Source: an optimization exercise on an open RTL-to-GDS flow (aim: small area, a short achievable clock period and few clock cycles). Production flows keep margins and buffers that such runs may drop. Only simulation tests tie the RTL to the original design; equivalence was not proved. Power and IR drop assume default switching activity.

--- run.sh ---
#!/bin/bash
# synth_recipe.tcl (not shown) runs the flow's synth.tcl, then flattens the netlist and writes it again
# the make line also repeats each setting of config.mk as NAME=value (left out here)
make -C /OpenROAD-flow-scripts/flow DESIGN_CONFIG=/design/flow/config.mk WORK_HOME=/design/flow/orfs CLKGATE_MAP_FILE= SYNTH_SCRIPT=/design/flow/synth_recipe.tcl finish
--- config.mk ---
export PLATFORM = sky130hd
export DESIGN_NAME = dict_expand
export DESIGN_NICKNAME = dict_expand
export VERILOG_FILES = /design/flow/design.v
export SDC_FILE = /design/flow/constraint.sdc
export NUM_CORES = 4
export LEC_CHECK = 0
export CAP_MARGIN = 20
export CORE_MARGIN = 2
export CORE_UTILIZATION = 40
export PLACE_DENSITY = 0.6
export SLEW_MARGIN = 20
--- constraint.sdc ---
create_clock -name core_clock -period 12.5 [get_ports {clk}]
set_input_delay 2.5000 -clock core_clock [delete_from_list [all_inputs] [get_ports {clk}]]
set_output_delay 2.5000 -clock core_clock [all_outputs]
set_load 0.01 [all_outputs]
--- design.v ---
module dict_expand (
    input  wire       clk,
    input  wire       rst,         
    input  wire       start,       
    output wire [1:0] status,      
    output wire [2:0] err,         
    input  wire       in_valid,
    input  wire       in_end,      
    input  wire [7:0] in_data,
    output wire       in_ready,
    output wire       out_valid,
    output wire [7:0] out_data,
    input  wire       out_ready
);
    localparam IN_CAP = 64;
    localparam [1:0] ST_IDLE = 2'd0, ST_BUSY = 2'd1, ST_DONE = 2'd2, ST_ERROR = 2'd3;
    localparam [2:0] E_NONE = 3'd0, E_MALFORMED = 3'd2, E_INVARIANT = 3'd3,
                     E_CAPACITY = 3'd4;
    localparam [3:0] S_IDLE  = 4'd0,
                     S_LOAD  = 4'd1,
                     S_HDR   = 4'd2,
                     S_DICT  = 4'd3,
                     S_CALC  = 4'd4,
                     S_CODE  = 4'd5,
                     S_EMIT  = 4'd6,
                     S_DONE  = 4'd7,
                     S_ERROR = 4'd8;
    reg [3:0] state;
    reg [2:0] err_r;
    reg [7:0] ibuf [0:IN_CAP-1];
    reg [6:0] nbytes;              
    reg [2:0] rem;
    reg [8:0] n_unique;              
    reg [3:0] cw;                  
    reg [9:0] valid_end;           
    reg [9:0] pos;                 
    reg       bad;                 
    reg       out_valid_r;         
    reg [7:0] out_data_r;
    wire [8*IN_CAP+7:0] flat;
    genvar g;
    generate
        for (g = 0; g < IN_CAP; g = g + 1) begin : g_flat
            assign flat[8*IN_CAP+7-8*g -: 8] = ibuf[g];
        end
    endgenerate
    assign flat[7:0] = 8'h00;
    function [7:0] bufbits8;
        input [8*IN_CAP+7:0] v;
        input [9:0]          addr;
        begin
            bufbits8 = v[8*IN_CAP+7 - addr -: 8];
        end
    endfunction
    function [3:0] code_width;
        input [8:0] u;
        begin
            if      (u <= 9'd2)   code_width = 4'd1;
            else if (u <= 9'd4)   code_width = 4'd2;
            else if (u <= 9'd8)   code_width = 4'd3;
            else if (u <= 9'd16)  code_width = 4'd4;
            else if (u <= 9'd32)  code_width = 4'd5;
            else if (u <= 9'd64)  code_width = 4'd6;
            else if (u <= 9'd128) code_width = 4'd7;
            else                  code_width = 4'd8;
        end
    endfunction
    wire [7:0]  hdr_u      = {ibuf[0][4:0], ibuf[1][7:5]};
    wire [9:0]  total_bits = {nbytes, 3'b000};                   
    wire [11:0] dict_end   = 12'd11 + {n_unique, 3'b000};           
    wire [2:0]  pad        = 3'd0 - rem;                          
    wire [9:0]  valid_bits = total_bits - {7'd0, pad};
    wire signed [13:0] payload = $signed({4'd0, valid_bits}) - $signed({2'd0, dict_end});
    wire [7:0]  code_raw  = bufbits8(flat, pos);
    wire [7:0]  code      = code_raw >> (4'd8 - cw);
    wire [9:0]  dict_addr = 10'd11 + {code[6:0], 3'b000};
    wire [7:0]  dict_byte = bufbits8(flat, dict_addr);
    wire [10:0] next_pos  = {1'b0, pos} + {7'd0, cw};
    wire        code_left = next_pos <= {1'b0, valid_end};
    assign in_ready  = (state == S_LOAD);
    assign out_valid = out_valid_r;
    assign out_data  = out_data_r;
    assign err       = err_r;
    assign status    = (state == S_IDLE)  ? ST_IDLE  :
                       (state == S_DONE)  ? ST_DONE  :
                       (state == S_ERROR) ? ST_ERROR : ST_BUSY;
    always @(posedge clk) begin
        if (rst) begin
            state  <= S_IDLE;
            err_r  <= E_NONE;
            nbytes <= 7'd0;
            out_valid_r <= 1'b0;
        end else begin
            case (state)
                S_LOAD: begin
                    if (in_valid) begin
                        if (in_end) begin
                            state <= S_HDR;
                        end else if (nbytes == IN_CAP) begin
                            err_r <= E_CAPACITY;
                            state <= S_ERROR;
                        end else begin
                            ibuf[nbytes[5:0]] <= in_data;
                            nbytes <= nbytes + 7'd1;
                        end
                    end
                end
                S_HDR: begin
                    if (nbytes < 7'd2) begin
                        err_r <= E_MALFORMED;
                        state <= S_ERROR;
                    end else begin
                        rem <= ibuf[0][7:5];
                        if (hdr_u != 8'd0)
                            n_unique <= {1'b0, hdr_u};
                        else if (nbytes == 7'd2)
                            n_unique <= 9'd0;
                        else
                            n_unique <= 9'd256;
                        state <= S_DICT;
                    end
                end
                S_DICT: begin
                    if ({2'b00, total_bits} < dict_end) begin
                        err_r <= E_MALFORMED;
                        state <= S_ERROR;
                    end else begin
                        state <= S_CALC;
                    end
                end
                S_CALC: begin
                    cw <= code_width(n_unique);
                    if (payload < 0) begin
                        err_r <= E_INVARIANT;
                        state <= S_ERROR;
                    end else if (n_unique == 9'd0 && payload != 0) begin
                        err_r <= E_INVARIANT;
                        state <= S_ERROR;
                    end else begin
                        valid_end <= valid_bits;
                        pos       <= dict_end[9:0];
                        bad       <= 1'b0;
                        state     <= S_CODE;
                    end
                end
                S_CODE: begin
                    if (code_left) begin
                        if ({1'b0, code} >= n_unique)
                            bad <= 1'b1;
                        pos <= next_pos[9:0];
                    end else if (pos != valid_end) begin
                        err_r <= E_MALFORMED;        
                        state <= S_ERROR;
                    end else if (bad) begin
                        err_r <= E_INVARIANT;        
                        state <= S_ERROR;
                    end else begin
                        pos   <= dict_end[9:0];
                        state <= S_EMIT;
                    end
                end
                S_EMIT: begin
                    if (!out_valid_r || out_ready) begin
                        if (pos != valid_end) begin
                            out_data_r  <= dict_byte;
                            out_valid_r <= 1'b1;
                            pos         <= next_pos[9:0];
                        end else begin
                            out_valid_r <= 1'b0;
                            state       <= S_DONE;
                        end
                    end
                end
                default: begin                       
                    if (start) begin
                        err_r  <= E_NONE;
                        nbytes <= 7'd0;
                        state  <= S_LOAD;
                    end
                end
            endcase
        end
    end
endmodule
==> impl_metrics.csv <==
group,metric,value,unit
drt,finalWirelength,241000,um
drt,detail-route-antenna-nets,0,
timing,tns,0,ns
synthesis,ys_types,111,
timing,hold_violations,0,
global_routing,grt_pass1_vias,41700,
cts,numCtsBuffers,60,
cts,ctsHoldBuffers,0,
hold_path,holdCritStartpoint,"out_valid_r",
die,coreArea,0.120,mm2
global_routing,grt_max_degree,170,
critical_path,arrival,10.74,ns
synthesis,synth_warnings,1,
layout,layout-drive-gt1-share,12.7,%
placed_design,io_buffers,28,
cts,cts_buffer_depth,3,
die,io_pins,29,
die,die_area,0.123,mm2
layout,final_nets,4794,
critical_path,cp-start-kind,"register",
placed_design,gp_congestion,1.07,
die,row_count,127,
drt,drtIter0Drc,6897,
synthesis,synth_seq_cells,572,
critical_path,cp-end-kind,"register",
timing,fmax,96.8,MHz
critical_path,path_max_fanout,55,
timing,finClkSkew,0.0191,ns
power_and_ir_drop,power_density,130,mW/mm2
critical_path,slowest_stage,"nor2_1",
global_routing,antenna_found_initial,21,
cts,cts_setup_buffers,0,
synthesis,syn_inst,4988,
global_routing,grt_usage,38.1,%
layout,stdcell_count,6403,
critical_path,regToRegEndpoint,"out_data_r[1]",
cts,numClockSinks,572,
critical_path,path_class,"reg -> reg",
placed_design,hpwl,173000,um
die,die_w,351,um
critical_path,path_common_cell,"buf_4",
cts,clkLatencyLatePin,0.69,ns
timing,setup_viol,0,
synthesis,netlist_area,0.0482,mm2
timing,fin_crit_sh,82.6,%
flow_run,maxCapViolCount,0,
synthesis,synth-async-reset-ratio,0,%
die,start_util,40.2,%
cts,cts_root_buffer,"clkbuf_16",
power_and_ir_drop,p_total,0.00668,W
critical_path,worstRegToRegCells,23,
synthesis,synthTopCellsByCount,"mux2i_1, edfxtp_1, nand2_1",
hold_path,min_path_cells,2,
critical_path,r2r_setup_slack,2.17,ns
critical_path,r2r_start,"pos[0]",
cts,cts_resized,0,
cts,clk_pin_slew,0.06,ns
critical_path,worst_path_largest_cell_delay,0.90,ns
global_routing,grt_overflow,0,
hold_path,holdPathEnd,"out_valid_r",
synthesis,synth_area_leader_cell,"edfxtp_1",
power_and_ir_drop,p_leak,19.3,nW
timing,fin_crit,10.33,ns
critical_path,path_cells,"buf_4 -> inv_1 -> ha_4 -> nand3b_1 -> xor2_4 -> buf_4 -> nor2_4 -> buf_4 -> nand2_1 -> o221ai_1 -> nor4_1 -> a22oi_1 -> nor2_1 -> a2111oi_2 -> o221ai_1 -> a32oi_2 -> nand2_8 -> nor2_1 -> buf_4 -> a32oi_1 -> a21oi_1 -> mux4_2 -> o22ai_1",
drt,avgRoutedWirePerCell,37.6,um
synthesis,synth_ff_type,"edfxtp_1",
hold_path,worstHoldPathType,"reg -> reg",
synthesis,syn_avg_cell_area,9.66,um2
synthesis,post-synth-top-count-cell,"mux2i_1",
timing,max_slew_margin,10.3,%
synthesis,synthTopCellsByArea,"edfxtp_1, mux2i_1, mux2_2",
timing,finalMaxSlewViolations,0,
critical_path,cp_top_family,"compound AO/OA/AOI/OAI gates",
layout,final_area,0.0514,mm2
synthesis,synth-edff-count,557,
layout,area_growth,6.66,%
timing,worstMarginPinSlew,1.35,ns
global_routing,grt_pass1_wl,335000,um
drt,drc,0,
drt,dr.pass1.iters,8,
cts,htreeDepth,2,
synthesis,synth_top_area_share,34.7,%
synthesis,synth_nets,5053,
outcome,run_status,"no timing/DRC/antenna violations",
critical_path,worstPathRequired,12.91,ns
placed_design,dpl_cell_area,0.0493,mm2
drt,num_vias,45400,
power_and_ir_drop,ir_worst_vdd,0.110,mV
placed_design,placedCellCount,6279,
synthesis,yosysSeqAreaShare,35.4,%
critical_path,worst-path-buf-inv,5,
die,die_h,351,um
drt,vias_per_cell,7.08,
cts,cts_tree,"yes",
timing,rsz0062_at_grt,"false",
-- cell usage in the layout (no fill, tap or decap), types with 15 or more instances in the layout --
cell type,count
mux2i_1,646
a31oi_1,68
o221ai_1,39
xnor2_1,30
dfxtp_1,15
mux2_2,196
mux4_2,93
buf_4,113
nand2_1,442
nand4_1,22
nor2_1,378
a22oi_1,87
o22ai_1,149
inv_1,59
nand3_1,99
o31ai_1,24
nor4_1,35
a211oi_1,111
ha_1,49
clkdlybuf4s50_1,20
a21oi_1,305
a221oi_1,55
o21ai_0,276
nor3_1,89
a222oi_1,16
a211o_1,16
o211ai_1,53
and3_1,20
a22o_1,25
o21a_1,17
nor2b_1,75
xor2_1,26
clkbuf_16,61
nand2b_1,26
or3_1,31
edfxtp_1,557
a32oi_1,21
a2bb2oi_1,18
-- sequential cells by signal, summed over array words and instances (netlist names) --
register and flops:
rem 3, state 4, err_r 3, out_data_r 8, bad 1, pos 10
valid_end 10, ibuf 512, n_unique 9, out_valid_r 1, cw 4, nbytes 7
-- tightest hold or removal path: cells and delay by family, from the launching register on --
kind               cells  cell delay (ns)
and+or+nand+nor        1             0.05
DFF                    1             0.31
AOI/OAI and AO/OA      1             0.06
-- layer usage --
| layer | vias up | global-route usage, % | share of wire (%) |
|---|---|---|---|
| met3 | 630 | 8.36 | 11 |
| met5 | - | 0 | 0.032 |
| li1 | 19000 | - | - |
| met4 | 12 | 19.1 | 5.8 |
| met2 | 3178 | 55.4 | 42 |
| met1 | 22500 | 53.0 | 41 |
-- worst max-delay path by stage --
| stage | cells after the start | slack [ns] | start | to |
|---|---|---|---|---|
| 2_1_floorplan | 28 | 5.19 | pos[0] | out_data_r[3] |
| 3_3_place_gp | 25 | 2.69 | pos[0] | out_data_r[5] |
| 3_5_place_dp | 25 | 2.62 | pos[0] | out_data_r[5] |
| 4_1_cts | 25 | 2.64 | pos[0] | out_data_r[5] |
| 5_1_grt | 25 | 2.14 | pos[0] | out_data_r[5] |
| 6_report | 23 | 2.17 | pos[0] | out_data_r[1] |
-- power by group --
group          internal (W)  switching [W]
registers           0.00213      0.0000567
logic              0.000764        0.00186
clock network       0.00106       0.000799
total               0.00396        0.00272
-- cell type report --
cell class / count / area (um2)
multi-input combinational: 3883 / 28700
antenna: 13 / 32.5
fill: 11700 / 68300
clock inverter: 41 / 450
timing repair buffer: 148 / 1320
inverter: 64 / 248
sequential: 572 / 17000
clock buffer: 70 / 1560
tap: 1612 / 2020
-- through the flow --
stage | setup slack [ns] | hold slack [ns] | util [%]
after floorplan | 5.19 | 0.472 | -
after global placement | 2.69 | 0.457 | 41.2
after detailed placement | 2.62 | 0.468 | 41.2
after CTS | 2.64 | 0.477 | 42.9
after global routing | 2.14 | 0.515 | 42.9
final | 2.17 | 0.470 | 42.9
-- cell families after synthesis --
group | after synthesis | synth area share [%]
DFF | 572 | 35.4
muxes | 937 | 22.4
AOI/OAI and AO/OA | 1528 | 21.6
adders and majority gates | 51 | 1.34
and+or+nand+nor | 1300 | 12.4
buffers and inverters | 533 | 5.58
xor gates and xnor gates | 67 | 1.34
Testbench counts, summed over its fixed seeds: cycles 54,679.

## port drivers added, routing unchanged
How much do the figures lean on ideal ports? The routed layout below was timed once more, with nothing changed but the port constraints. Step 1 assumes that a clkbuf_16 drives the clock port and a buf_2 every other input. Step 2 moves the port delays by t, midway between the first and last clock arrival at a register: inputs arrive t later, outputs are due t later. That takes back most of the time a late clock gives input paths. a / b / c = ideal ports / drivers / drivers and shift; a / b = the first two.
t, ns: 0.754
setup WS [ns]: 2.169 / 2.169 / 2.169
worst hold slack (ns): 0.470 / 0.470 / 0.470
worst setup path after step 2: register to register
slew at the worst register clock pin (ns): 0.08 / 0.08
After both steps this run still meets setup and hold. The setup slack of this run moves by 0.000 ns with the drivers and by 0.000 ns with both steps.
